Source: an optimization exercise on an open RTL-to-GDS flow (aim: small area, a short achievable clock period and few clock cycles per item). Production flows keep margins and buffers that such runs may drop. Where RTL was checked, it was by simulation tests only, not by an equivalence proof against the original. No activity file was given, so power comes from the tool's default toggle rates.

==> 02-01 <==
==> flow/design.v <==
module agon_crypto (
    input  wire       clk,
    input  wire       rst,               
    input  wire       req,               
    input  wire       we,                
    input  wire       peek,              
    input  wire [7:0] addr,              
    input  wire [7:0] wdata,             
    input  wire       op_allowed,        
    input  wire       write_protected,   
    output wire       busy,              
    output reg  [7:0] rdata              
);
    localparam [5:0] LAST_IDX  = 6'h03;
    localparam [5:0] BLOCK_IDX = 6'h04;
    localparam [5:0] STATE_IDX = 6'h18;
    function [31:0] rotr;
        input [31:0] x;
        input integer k;
        begin
            rotr = (x >> k) | (x << (32 - k));
        end
    endfunction
    function [31:0] big_s0;
        input [31:0] x;
        begin
            big_s0 = rotr(x, 2) ^ rotr(x, 13) ^ rotr(x, 22);
        end
    endfunction
    function [31:0] big_s1;
        input [31:0] x;
        begin
            big_s1 = rotr(x, 6) ^ rotr(x, 11) ^ rotr(x, 25);
        end
    endfunction
    function [31:0] small_s0;
        input [31:0] x;
        begin
            small_s0 = rotr(x, 7) ^ rotr(x, 18) ^ (x >> 3);
        end
    endfunction
    function [31:0] small_s1;
        input [31:0] x;
        begin
            small_s1 = rotr(x, 17) ^ rotr(x, 19) ^ (x >> 10);
        end
    endfunction
    function [31:0] iv;
        input [2:0] j;
        begin
            case (j)
                3'd0: iv = 32'h6a09e667; 3'd1: iv = 32'hbb67ae85;
                3'd2: iv = 32'h3c6ef372; 3'd3: iv = 32'ha54ff53a;
                3'd4: iv = 32'h510e527f; 3'd5: iv = 32'h9b05688c;
                3'd6: iv = 32'h1f83d9ab; default: iv = 32'h5be0cd19;
            endcase
        end
    endfunction
    localparam [2047:0] K_TABLE = {
        32'hc67178f2, 32'hbef9a3f7, 32'ha4506ceb, 32'h90befffa,
        32'h8cc70208, 32'h84c87814, 32'h78a5636f, 32'h748f82ee,
        32'h682e6ff3, 32'h5b9cca4f, 32'h4ed8aa4a, 32'h391c0cb3,
        32'h34b0bcb5, 32'h2748774c, 32'h1e376c08, 32'h19a4c116,
        32'h106aa070, 32'hf40e3585, 32'hd6990624, 32'hd192e819,
        32'hc76c51a3, 32'hc24b8b70, 32'ha81a664b, 32'ha2bfe8a1,
        32'h92722c85, 32'h81c2c92e, 32'h766a0abb, 32'h650a7354,
        32'h53380d13, 32'h4d2c6dfc, 32'h2e1b2138, 32'h27b70a85,
        32'h14292967, 32'h06ca6351, 32'hd5a79147, 32'hc6e00bf3,
        32'hbf597fc7, 32'hb00327c8, 32'ha831c66d, 32'h983e5152,
        32'h76f988da, 32'h5cb0a9dc, 32'h4a7484aa, 32'h2de92c6f,
        32'h240ca1cc, 32'h0fc19dc6, 32'hefbe4786, 32'he49b69c1,
        32'hc19bf174, 32'h9bdc06a7, 32'h80deb1fe, 32'h72be5d74,
        32'h550c7dc3, 32'h243185be, 32'h12835b01, 32'hd807aa98,
        32'hab1c5ed5, 32'h923f82a4, 32'h59f111f1, 32'h3956c25b,
        32'he9b5dba5, 32'hb5c0fbcf, 32'h71374491, 32'h428a2f98
    };
    localparam [2047:0] K_NEXT2 = {K_TABLE[63:0], K_TABLE[2047:64]};
    reg [31:0] H [0:7];      
    reg [31:0] B [0:15];     
    reg [5:0]  last;         
    reg        pend;         
    reg        p_zero, p_init, p_comp;
    reg        running;      
    reg [6:0]  t;            
    reg [31:0] va, vb, vc, vd, ve, vf, vg, vh;
    reg [31:0] W [0:15];     
    reg [31:0] hkw;          
    reg [31:0] kreg;         
    wire go     = ~running & p_comp & ~p_init & ~p_zero;
    wire start  = pend & go;
    reg         pw_v;
    reg  [3:0]  pw_word;
    reg  [1:0]  pw_lane;
    reg  [7:0]  pw_dat;
    wire rd_hold = pend | running | pw_v;
    wire wr_hold = pend & ~go;
    wire        stream = running & (t <= 7'd13);     
    wire        stuck  = pw_v & stream & ({3'b000, pw_word} > t + 7'd2);
    assign busy = we ? (wr_hold | stuck) : (rd_hold | stuck);
    wire       accept   = req & ~busy;
    wire [5:0] idx      = addr[7:2];
    wire [1:0] lane     = addr[1:0];
    wire       wr_acc   = accept & we;
    wire       wr_do    = wr_acc & (peek | ~write_protected);
    wire [5:0] rd_idx   = (~peek & ~op_allowed) ? last : idx;
    wire       ctrl_wr  = wr_do & (addr == 8'h00);
    wire       op_zero  = wdata[4];
    wire       op_init  = ~wdata[4] & ((wdata & 8'h0e) == 8'h0a);
    wire       op_comp  = ~wdata[4] & ((wdata & 8'h0a) == 8'h0a);
    wire       ctrl_now = ctrl_wr & ~running & ~pend;
    wire       ctrl_q   = ctrl_wr & (running | pend);
    wire       exec_q   = pend & ~running;
    wire       blk_wr   = wr_do & (idx >= BLOCK_IDX) & (idx < BLOCK_IDX + 6'd16);
    wire [3:0] blk_word = idx[3:0] - BLOCK_IDX[3:0];
    reg [15:0] s_strm;       
    reg [15:0] bsel;         
    reg [7:0]  hsel;         
    reg [31:0] rd_word;
    reg [31:0] r_word;
    reg [3:0]  r_lsel;       
    integer    q;
    always @(*) begin
        for (q = 0; q < 16; q = q + 1)
            bsel[q] = stream ? s_strm[q] : (rd_idx == BLOCK_IDX + q);
        for (q = 0; q < 8; q = q + 1)
            hsel[q] = ~stream & ((rd_idx == STATE_IDX + q) | ((q == 7) && (rd_idx == LAST_IDX)));
        rd_word = 32'h0;
        for (q = 0; q < 16; q = q + 1)
            rd_word = rd_word | (B[q] & {32{bsel[q]}});
        for (q = 0; q < 8; q = q + 1)
            rd_word = rd_word | (H[q] & {32{hsel[q]}});
        rdata = (r_word[7:0]   & {8{r_lsel[0]}}) | (r_word[15:8]  & {8{r_lsel[1]}}) |
                (r_word[23:16] & {8{r_lsel[2]}}) | (r_word[31:24] & {8{r_lsel[3]}});
    end
    wire [31:0] ch     = (ve & vf) ^ (~ve & vg);
    wire [31:0] maj    = (va & vb) ^ (va & vc) ^ (vb & vc);
    wire [31:0] a_new  = big_s0(va) + maj + hkw + big_s1(ve) + ch;
    wire [31:0] e_new  = vd + hkw + big_s1(ve) + ch;
    wire [31:0] hkw_nx = (running ? vg : H[7]) + (running ? kreg : K_TABLE[31:0]) +
                         (running ? W[15] : B[0]);
    wire [31:0] wnew   = small_s1(W[14]) + W[9] + small_s0(W[1]) + W[0];
    wire [31:0] b_strm = rd_word;
    wire        fin    = running & (t >= 7'd61);
    wire [31:0] sum_a  = H[3] + va;
    wire [31:0] sum_e  = H[7] + ve;
    wire [7:0]  b_dat  = pw_dat & {8{~rst}};
    integer i, j, l;
    always @(posedge clk) begin
        if (~running)
            s_strm <= 16'h0004;
        else
            s_strm <= {s_strm[14:0], 1'b0};
        r_word <= rd_word;
        for (l = 0; l < 4; l = l + 1)
            r_lsel[l] <= (lane == l);
    end
    always @(posedge clk) begin
        if (rst)
            pw_v <= 1'b0;
        else if (~stuck) begin
            pw_v    <= blk_wr;
            pw_word <= blk_word;
            pw_lane <= lane;
            pw_dat  <= wdata;
        end
        for (j = 0; j < 16; j = j + 1)
            for (l = 0; l < 4; l = l + 1)
                if (rst | (pw_v & ~stuck & (pw_word == j) & (pw_lane == l)))
                    B[j][8*l +: 8] <= b_dat;
    end
    always @(posedge clk) begin
        hkw <= hkw_nx;
        for (i = 0; i < 14; i = i + 1)
            W[i] <= W[i + 1];
        if (~running) begin
            va <= H[0]; vb <= H[1]; vc <= H[2]; vd <= H[3];
            ve <= H[4]; vf <= H[5]; vg <= H[6]; vh <= H[7];
            W[14] <= B[0];
            W[15] <= B[1];
            kreg <= K_TABLE[63:32];
        end else begin
            vh <= vg;
            vg <= vf;
            vf <= ve;
            ve <= e_new;
            vd <= vc;
            vc <= vb;
            vb <= va;
            va <= a_new;
            W[14] <= W[15];
            W[15] <= (t <= 7'd13) ? b_strm : wnew;
            kreg <= K_NEXT2[32*t[5:0] +: 32];
        end
        if (rst) begin
            for (i = 0; i < 8; i = i + 1)
                H[i] <= 32'h0;
            last    <= 6'h0;
            pend    <= 1'b0;
            running <= 1'b0;
            t       <= 7'd0;
        end else begin
            if (accept & ~peek & (we | op_allowed))
                last <= idx;
            if (fin) begin
                H[0] <= sum_a; H[1] <= H[0]; H[2] <= H[1]; H[3] <= H[2];
                H[4] <= sum_e; H[5] <= H[4]; H[6] <= H[5]; H[7] <= H[6];
            end else if ((ctrl_now & op_zero) | (exec_q & p_zero)) begin
                for (i = 0; i < 8; i = i + 1)
                    H[i] <= 32'h0;
            end else if ((ctrl_now & op_init) | (exec_q & p_init)) begin
                for (i = 0; i < 8; i = i + 1)
                    H[i] <= iv(i);
            end
            if (exec_q) begin
                p_init <= 1'b0;
                if (~p_init)
                    pend <= 1'b0;
            end
            if (ctrl_now) begin
                pend   <= op_comp;
                p_zero <= 1'b0;
                p_init <= 1'b0;
                p_comp <= 1'b1;
            end
            if (ctrl_q) begin
                pend   <= 1'b1;
                p_zero <= op_zero;
                p_init <= op_init;
                p_comp <= op_comp;
            end
            if (running) begin
                t <= t + 7'd1;
                if (t == 7'd64)
                    running <= 1'b0;
            end
            if (start) begin
                t       <= 7'd0;
                running <= 1'b1;
            end
        end
    end
endmodule
==> flow/flow/run.sh <==
#!/bin/bash
# The standard layout (the standard.sh: standard synthesis, ORFS
# floorplan to finish at the design's clock and constraints), with two
# repair/CTS settings changed:
#  - clock tree synthesis inserts no dummy load cells.
# Each tool's output goes to ORFS's own logs; make's output to standard.log.
set -euo pipefail
bash standard.sh SETUP_SLACK_MARGIN=5.6 \
  "CTS_ARGS=-sink_clustering_enable -repair_clock_nets -dont_use_dummy_load" \
  finish > standard.log 2>&1
==> flow/standard.sh <==
#!/bin/bash
# synth_recipe.tcl (not shown) runs the flow's synth.tcl, then flattens the netlist and writes it again
# the make line also repeats each setting of config.mk as NAME=value (left out here)
make -C /OpenROAD-flow-scripts/flow DESIGN_CONFIG=/design/flow/config.mk WORK_HOME=/design/flow/orfs CLKGATE_MAP_FILE= SYNTH_SCRIPT=/design/flow/synth_recipe.tcl "${@:-finish}"
==> flow/config.mk <==
export PLATFORM = sky130hd
export DESIGN_NAME = agon_crypto
export DESIGN_NICKNAME = agon_crypto
export VERILOG_FILES = /design/flow/design.v
export SDC_FILE = /design/flow/constraint.sdc
export NUM_CORES = 4
export LEC_CHECK = 0
export ABC_CLOCK_PERIOD_IN_PS = 4000
export CAP_MARGIN = 20
export CORE_MARGIN = 2
export CORE_UTILIZATION = 40
export PLACE_DENSITY = 0.6
export SETUP_SLACK_MARGIN = 5
export SLEW_MARGIN = 20
==> flow/constraint.sdc <==
create_clock -name core_clock -period 10.0 [get_ports {clk}]
set_input_delay 2.0000 -clock core_clock [delete_from_list [all_inputs] [get_ports {clk}]]
set_output_delay 2.0000 -clock core_clock [all_outputs]
set_load 0.01 [all_outputs]
==> 07-27: changes against 02-01 <==
--- a/flow/design.v
+++ b/flow/design.v
@@ -82,8 +82,10 @@
     reg        p_zero, p_init, p_comp;
     reg        running;      
+    reg        idle_e;       
+    reg        idle_k;       
     reg [6:0]  t;            
-    reg [31:0] va, vb, vc, vd, ve, vf, vg, vh;
+    reg [31:0] va, vb, vc, vd, ve, vf, vg;
     reg [31:0] W [0:15];     
-    reg [31:0] hkw;          
+    reg [31:0] us, uc;       
     reg [31:0] kreg;         
     wire go     = ~running & p_comp & ~p_init & ~p_zero;
@@ -97,5 +99,6 @@
     wire        stream = running & (t <= 7'd13);     
     wire        stuck  = pw_v & stream & ({3'b000, pw_word} > t + 7'd2);
-    assign busy = we ? (wr_hold | stuck) : (rd_hold | stuck);
+    reg         rb, wb;
+    assign busy = we ? wb : rb;
     wire       accept   = req & ~busy;
     wire [5:0] idx      = addr[7:2];
@@ -113,14 +116,11 @@
     wire       blk_wr   = wr_do & (idx >= BLOCK_IDX) & (idx < BLOCK_IDX + 6'd16);
     wire [3:0] blk_word = idx[3:0] - BLOCK_IDX[3:0];
-    reg [15:0] s_strm;       
     reg [15:0] bsel;         
     reg [7:0]  hsel;         
     reg [31:0] rd_word;
-    reg [31:0] r_word;
-    reg [3:0]  r_lsel;       
     integer    q;
     always @(*) begin
         for (q = 0; q < 16; q = q + 1)
-            bsel[q] = stream ? s_strm[q] : (rd_idx == BLOCK_IDX + q);
+            bsel[q] = stream ? (t[3:0] + 4'd2 == q) : (rd_idx == BLOCK_IDX + q);
         for (q = 0; q < 8; q = q + 1)
             hsel[q] = ~stream & ((rd_idx == STATE_IDX + q) | ((q == 7) && (rd_idx == LAST_IDX)));
@@ -130,14 +130,21 @@
         for (q = 0; q < 8; q = q + 1)
             rd_word = rd_word | (H[q] & {32{hsel[q]}});
-        rdata = (r_word[7:0]   & {8{r_lsel[0]}}) | (r_word[15:8]  & {8{r_lsel[1]}}) |
-                (r_word[23:16] & {8{r_lsel[2]}}) | (r_word[31:24] & {8{r_lsel[3]}});
-    end
-    wire [31:0] ch     = (ve & vf) ^ (~ve & vg);
+    end
     wire [31:0] maj    = (va & vb) ^ (va & vc) ^ (vb & vc);
-    wire [31:0] a_new  = big_s0(va) + maj + hkw + big_s1(ve) + ch;
-    wire [31:0] e_new  = vd + hkw + big_s1(ve) + ch;
-    wire [31:0] hkw_nx = (running ? vg : H[7]) + (running ? kreg : K_TABLE[31:0]) +
-                         (running ? W[15] : B[0]);
-    wire [31:0] wnew   = small_s1(W[14]) + W[9] + small_s0(W[1]) + W[0];
+    wire [31:0] a_new  = big_s0(va) + maj + us + uc;
+    wire [31:0] e_new  = vd + us + uc;
+    wire [31:0] e_d    = idle_e ? H[4] : e_new;
+    wire [31:0] f_d    = idle_e ? H[5] : ve;
+    wire [31:0] g_d    = idle_e ? H[6] : vf;
+    wire [31:0] hkw_nx = (idle_k ? H[7] : vg) + (idle_k ? K_TABLE[31:0] : kreg) +
+                         (idle_k ? B[0] : W[15]);
+    wire [31:0] u_x    = big_s1(e_d);
+    wire [31:0] u_y    = (e_d & f_d) ^ (~e_d & g_d);
+    wire [31:0] us_nx  = hkw_nx ^ u_x ^ u_y;
+    wire [31:0] uc_nx  = {(hkw_nx[30:0] & u_x[30:0]) | (hkw_nx[30:0] & u_y[30:0]) |
+                          (u_x[30:0] & u_y[30:0]), 1'b0};
+    reg  [31:0] wq;
+    wire [31:0] wq_nx  = W[10] + small_s0(W[2]) + W[1];
+    wire [31:0] wnew   = small_s1(W[14]) + wq;
     wire [31:0] b_strm = rd_word;
     wire        fin    = running & (t >= 7'd61);
@@ -147,18 +154,10 @@
     integer i, j, l;
     always @(posedge clk) begin
-        if (~running)
-            s_strm <= 16'h0004;
-        else
-            s_strm <= {s_strm[14:0], 1'b0};
-        r_word <= rd_word;
-        for (l = 0; l < 4; l = l + 1)
-            r_lsel[l] <= (lane == l);
-    end
-    always @(posedge clk) begin
-        if (rst)
-            pw_v <= 1'b0;
-        else if (~stuck) begin
-            pw_v    <= blk_wr;
-            pw_word <= blk_word;
+        rdata <= rd_word[8*lane +: 8];
+    end
+    always @(posedge clk) begin
+        pw_v    <= pw_v_n;
+        pw_word <= pw_word_n;
+        if (~stuck) begin
             pw_lane <= lane;
             pw_dat  <= wdata;
@@ -170,18 +169,18 @@
     end
     always @(posedge clk) begin
-        hkw <= hkw_nx;
+        us <= us_nx;
+        wq <= wq_nx;
+        uc <= uc_nx;
+        ve <= e_d;
+        vf <= f_d;
+        vg <= g_d;
         for (i = 0; i < 14; i = i + 1)
             W[i] <= W[i + 1];
         if (~running) begin
             va <= H[0]; vb <= H[1]; vc <= H[2]; vd <= H[3];
-            ve <= H[4]; vf <= H[5]; vg <= H[6]; vh <= H[7];
             W[14] <= B[0];
             W[15] <= B[1];
             kreg <= K_TABLE[63:32];
         end else begin
-            vh <= vg;
-            vg <= vf;
-            vf <= ve;
-            ve <= e_new;
             vd <= vc;
             vc <= vb;
@@ -196,7 +195,4 @@
                 H[i] <= 32'h0;
             last    <= 6'h0;
-            pend    <= 1'b0;
-            running <= 1'b0;
-            t       <= 7'd0;
         end else begin
             if (accept & ~peek & (we | op_allowed))
@@ -212,31 +208,27 @@
                     H[i] <= iv(i);
             end
-            if (exec_q) begin
-                p_init <= 1'b0;
-                if (~p_init)
-                    pend <= 1'b0;
-            end
-            if (ctrl_now) begin
-                pend   <= op_comp;
-                p_zero <= 1'b0;
-                p_init <= 1'b0;
-                p_comp <= 1'b1;
-            end
-            if (ctrl_q) begin
-                pend   <= 1'b1;
-                p_zero <= op_zero;
-                p_init <= op_init;
-                p_comp <= op_comp;
-            end
-            if (running) begin
-                t <= t + 7'd1;
-                if (t == 7'd64)
-                    running <= 1'b0;
-            end
-            if (start) begin
-                t       <= 7'd0;
-                running <= 1'b1;
-            end
-        end
+        end
+    end
+    wire       pend_n   = ~rst & (ctrl_q | (ctrl_now ? op_comp : (exec_q ? p_init : pend)));
+    wire       p_zero_n = ctrl_q ? op_zero : (~ctrl_now & p_zero);
+    wire       p_init_n = ctrl_q ? op_init : (~ctrl_now & ~exec_q & p_init);
+    wire       p_comp_n = ctrl_q ? op_comp : (ctrl_now | p_comp);
+    wire       run_n    = ~rst & (start | (running & (t != 7'd64)));
+    wire [6:0] t_n      = (rst | start) ? 7'd0 : (running ? t + 7'd1 : t);
+    wire       pw_v_n   = ~rst & (stuck ? pw_v : blk_wr);
+    wire [3:0] pw_word_n = stuck ? pw_word : blk_word;
+    wire       go_n     = ~run_n & p_comp_n & ~p_init_n & ~p_zero_n;
+    wire       stuck_n  = pw_v_n & run_n & (t_n <= 7'd13) & ({3'b000, pw_word_n} > t_n + 7'd2);
+    always @(posedge clk) begin
+        pend    <= pend_n;
+        p_zero  <= p_zero_n;
+        p_init  <= p_init_n;
+        p_comp  <= p_comp_n;
+        running <= run_n;
+        idle_e  <= ~run_n | (t_n == 7'd64);
+        idle_k  <= ~run_n | (t_n >= 7'd63);
+        t       <= t_n;
+        rb      <= pend_n | run_n | pw_v_n;
+        wb      <= (pend_n & ~go_n) | stuck_n;
     end
 endmodule
==> flow/flow/run.sh (replaced) <==
#!/bin/bash
# The standard layout (the standard.sh: standard synthesis, ORFS
# floorplan to finish at the design's clock and constraints), with two
# repair/CTS settings changed:
#  - clock tree synthesis inserts no dummy load cells (and uses the buffer
#    list and sink clustering from config.mk).
# Each tool's output goes to ORFS's own logs; make's output to standard.log.
set -euo pipefail
bash standard.sh SETUP_SLACK_MARGIN=5.6 \
  "CTS_ARGS=-sink_clustering_enable -repair_clock_nets -dont_use_dummy_load -buf_list sky130_fd_sc_hd__clkbuf_4 -sink_clustering_size 8 -sink_clustering_max_diameter 30" \
  finish > standard.log 2>&1
--- a/flow/config.mk
+++ b/flow/config.mk
@@ -10,4 +10,7 @@
 export CORE_MARGIN = 2
 export CORE_UTILIZATION = 40
+export CTS_BUF_LIST = sky130_fd_sc_hd__clkbuf_4
+export CTS_CLUSTER_DIAMETER = 30
+export CTS_CLUSTER_SIZE = 8
 export PLACE_DENSITY = 0.6
 export SETUP_SLACK_MARGIN = 5
==> 10-04: changes against 02-01 <==
--- a/flow/design.v
+++ b/flow/design.v
@@ -83,7 +83,7 @@
     reg        running;      
     reg [6:0]  t;            
-    reg [31:0] va, vb, vc, vd, ve, vf, vg, vh;
+    reg [31:0] va, vb, vc, vd, ve, vf, vg;
     reg [31:0] W [0:15];     
-    reg [31:0] hkw;          
+    reg [31:0] us, uc;       
     reg [31:0] kreg;         
     wire go     = ~running & p_comp & ~p_init & ~p_zero;
@@ -97,5 +97,6 @@
     wire        stream = running & (t <= 7'd13);     
     wire        stuck  = pw_v & stream & ({3'b000, pw_word} > t + 7'd2);
-    assign busy = we ? (wr_hold | stuck) : (rd_hold | stuck);
+    reg         rb, wb;
+    assign busy = we ? wb : rb;
     wire       accept   = req & ~busy;
     wire [5:0] idx      = addr[7:2];
@@ -133,10 +134,17 @@
                 (r_word[23:16] & {8{r_lsel[2]}}) | (r_word[31:24] & {8{r_lsel[3]}});
     end
-    wire [31:0] ch     = (ve & vf) ^ (~ve & vg);
     wire [31:0] maj    = (va & vb) ^ (va & vc) ^ (vb & vc);
-    wire [31:0] a_new  = big_s0(va) + maj + hkw + big_s1(ve) + ch;
-    wire [31:0] e_new  = vd + hkw + big_s1(ve) + ch;
+    wire [31:0] a_new  = big_s0(va) + maj + us + uc;
+    wire [31:0] e_new  = vd + us + uc;
+    wire [31:0] e_d    = running ? e_new : H[4];
+    wire [31:0] f_d    = running ? ve : H[5];
+    wire [31:0] g_d    = running ? vf : H[6];
     wire [31:0] hkw_nx = (running ? vg : H[7]) + (running ? kreg : K_TABLE[31:0]) +
                          (running ? W[15] : B[0]);
+    wire [31:0] u_x    = big_s1(e_d);
+    wire [31:0] u_y    = (e_d & f_d) ^ (~e_d & g_d);
+    wire [31:0] us_nx  = hkw_nx ^ u_x ^ u_y;
+    wire [31:0] uc_nx  = {(hkw_nx[30:0] & u_x[30:0]) | (hkw_nx[30:0] & u_y[30:0]) |
+                          (u_x[30:0] & u_y[30:0]), 1'b0};
     wire [31:0] wnew   = small_s1(W[14]) + W[9] + small_s0(W[1]) + W[0];
     wire [31:0] b_strm = rd_word;
@@ -156,9 +164,7 @@
     end
     always @(posedge clk) begin
-        if (rst)
-            pw_v <= 1'b0;
-        else if (~stuck) begin
-            pw_v    <= blk_wr;
-            pw_word <= blk_word;
+        pw_v    <= pw_v_n;
+        pw_word <= pw_word_n;
+        if (~stuck) begin
             pw_lane <= lane;
             pw_dat  <= wdata;
@@ -170,18 +176,17 @@
     end
     always @(posedge clk) begin
-        hkw <= hkw_nx;
+        us <= us_nx;
+        uc <= uc_nx;
+        ve <= e_d;
+        vf <= f_d;
+        vg <= g_d;
         for (i = 0; i < 14; i = i + 1)
             W[i] <= W[i + 1];
         if (~running) begin
             va <= H[0]; vb <= H[1]; vc <= H[2]; vd <= H[3];
-            ve <= H[4]; vf <= H[5]; vg <= H[6]; vh <= H[7];
             W[14] <= B[0];
             W[15] <= B[1];
             kreg <= K_TABLE[63:32];
         end else begin
-            vh <= vg;
-            vg <= vf;
-            vf <= ve;
-            ve <= e_new;
             vd <= vc;
             vc <= vb;
@@ -196,7 +201,4 @@
                 H[i] <= 32'h0;
             last    <= 6'h0;
-            pend    <= 1'b0;
-            running <= 1'b0;
-            t       <= 7'd0;
         end else begin
             if (accept & ~peek & (we | op_allowed))
@@ -212,31 +214,25 @@
                     H[i] <= iv(i);
             end
-            if (exec_q) begin
-                p_init <= 1'b0;
-                if (~p_init)
-                    pend <= 1'b0;
-            end
-            if (ctrl_now) begin
-                pend   <= op_comp;
-                p_zero <= 1'b0;
-                p_init <= 1'b0;
-                p_comp <= 1'b1;
-            end
-            if (ctrl_q) begin
-                pend   <= 1'b1;
-                p_zero <= op_zero;
-                p_init <= op_init;
-                p_comp <= op_comp;
-            end
-            if (running) begin
-                t <= t + 7'd1;
-                if (t == 7'd64)
-                    running <= 1'b0;
-            end
-            if (start) begin
-                t       <= 7'd0;
-                running <= 1'b1;
-            end
-        end
+        end
+    end
+    wire       pend_n   = ~rst & (ctrl_q | (ctrl_now ? op_comp : (exec_q ? p_init : pend)));
+    wire       p_zero_n = ctrl_q ? op_zero : (~ctrl_now & p_zero);
+    wire       p_init_n = ctrl_q ? op_init : (~ctrl_now & ~exec_q & p_init);
+    wire       p_comp_n = ctrl_q ? op_comp : (ctrl_now | p_comp);
+    wire       run_n    = ~rst & (start | (running & (t != 7'd64)));
+    wire [6:0] t_n      = (rst | start) ? 7'd0 : (running ? t + 7'd1 : t);
+    wire       pw_v_n   = ~rst & (stuck ? pw_v : blk_wr);
+    wire [3:0] pw_word_n = stuck ? pw_word : blk_word;
+    wire       go_n     = ~run_n & p_comp_n & ~p_init_n & ~p_zero_n;
+    wire       stuck_n  = pw_v_n & run_n & (t_n <= 7'd13) & ({3'b000, pw_word_n} > t_n + 7'd2);
+    always @(posedge clk) begin
+        pend    <= pend_n;
+        p_zero  <= p_zero_n;
+        p_init  <= p_init_n;
+        p_comp  <= p_comp_n;
+        running <= run_n;
+        t       <= t_n;
+        rb      <= pend_n | run_n | pw_v_n;
+        wb      <= (pend_n & ~go_n) | stuck_n;
     end
 endmodule
==> comparison <==
- 10-04 completed without violations. 02-01 finished with timing, DRC and antenna clean. 07-27 ended with an error in 5_2_route.
- In 02-01 the total power is smaller than in 10-04, by 2.0%.
- Die area: 10-04 is lower than 02-01 (1.2%).
- Between 10-04 and 02-01, the lower routed wire length is in 02-01 (gap 9.8%, measured against 02-01).
- Of 10-04 and 02-01, 02-01 has the higher clock skew (gap 0.010 ns).
- Against 10-04, the sequential share of layout area of 02-01 is lower by 0.26 points.
- Synthesized area: 02-01 > 07-27 > 10-04.
- Between 02-01 and 10-04, the lower register-to-register slack is in 02-01 (gap 0.31 ns).
==> figures <==
Total global-route track usage: 10-04 31.36%; 02-01 27.97%; 07-27 27.30%
Count of routing violations after the opening detailed-route iteration: 10-04 8311; 02-01 7855; 07-27 -
Total iterations of the first detailed-routing run: 10-04 6; 02-01 8; 07-27 -
Worst hold-check slack: 10-04 0.2912 ns; 02-01 0.2706 ns; 07-27 -
Final Max Tran Viols: 10-04 0; 02-01 0; 07-27 -
Final setup vio count: 10-04 0; 02-01 0; 07-27 -
Switching power of the nets: 10-04 3.949 mW; 02-01 3.874 mW; 07-27 -
Met2 global-route usage: 10-04 44.50%; 02-01 43.38%; 07-27 41.61%
Run status: 10-04 no timing/DRC/antenna violations; 02-01 no timing/DRC/antenna violations; 07-27 stopped before the end
Failing step: 10-04 -; 02-01 -; 07-27 5_2_route
Register fraction of the total cell area: 10-04 45.96%; 02-01 45.70%; 07-27 -
Destination of the worst hold path: 10-04 W[12][30]; 02-01 W[11][23]; 07-27 -
Layout non-clock buf frac: 10-04 4.146%; 02-01 3.650%; 07-27 -
Share of the synthesized area in the top cell type: 10-04 32.14%; 02-01 30.65%; 07-27 30.83%
Final routed wire length divided by cell count: 10-04 33.62 um; 02-01 30.21 um; 07-27 -
Power consumed by the clock network: 10-04 5.57 mW; 02-01 5.44 mW; 07-27 -
Xor and xnor fraction of the mapped netlist area: 10-04 5.041%; 02-01 4.859%; 07-27 5.356%
Testbench counts of 02-01, summed over its fixed seeds: cycles 14,722, blocks 129.
Testbench counts of 07-27, summed over its fixed seeds: cycles 14,722, blocks 129.
The RTL of 10-04 was laid out without a check of its function.

[separate check: timing with driven ports]
No port has a modelled driver above. Below, the same layouts with a new extraction and two added sets of constraints. Step 1, drivers: a clkbuf_16 drives clk and a buf_2 each remaining input, both assumed. Step 2, shift: input delay + t, output delay - t, t = (earliest + latest rising clock arrival at the registers) / 2. This alone moves slack from input paths to output paths. a / b / c = ideal / step 1 / step 2; a / b = the first two.
run | shift t [ns] | setup slack, ns | hold WS [ns] | clock arrival spread, ns | worst slew at a driven data input, ns
02-01 | 0.867 | 4.979 / 4.979 / 4.812 | 0.271 / 0.271 / 0.271 | 0.118 / 0.119 | 0.05
10-04 | 0.879 | 5.286 / 5.286 / 4.884 | 0.291 / 0.291 / 0.291 | 0.114 / 0.115 | 0.06
After both steps every run listed still meets setup and hold. For 10-04, which loses most, drivers alone change the setup slack by 0.000 ns; drivers and shift together by -0.402 ns.
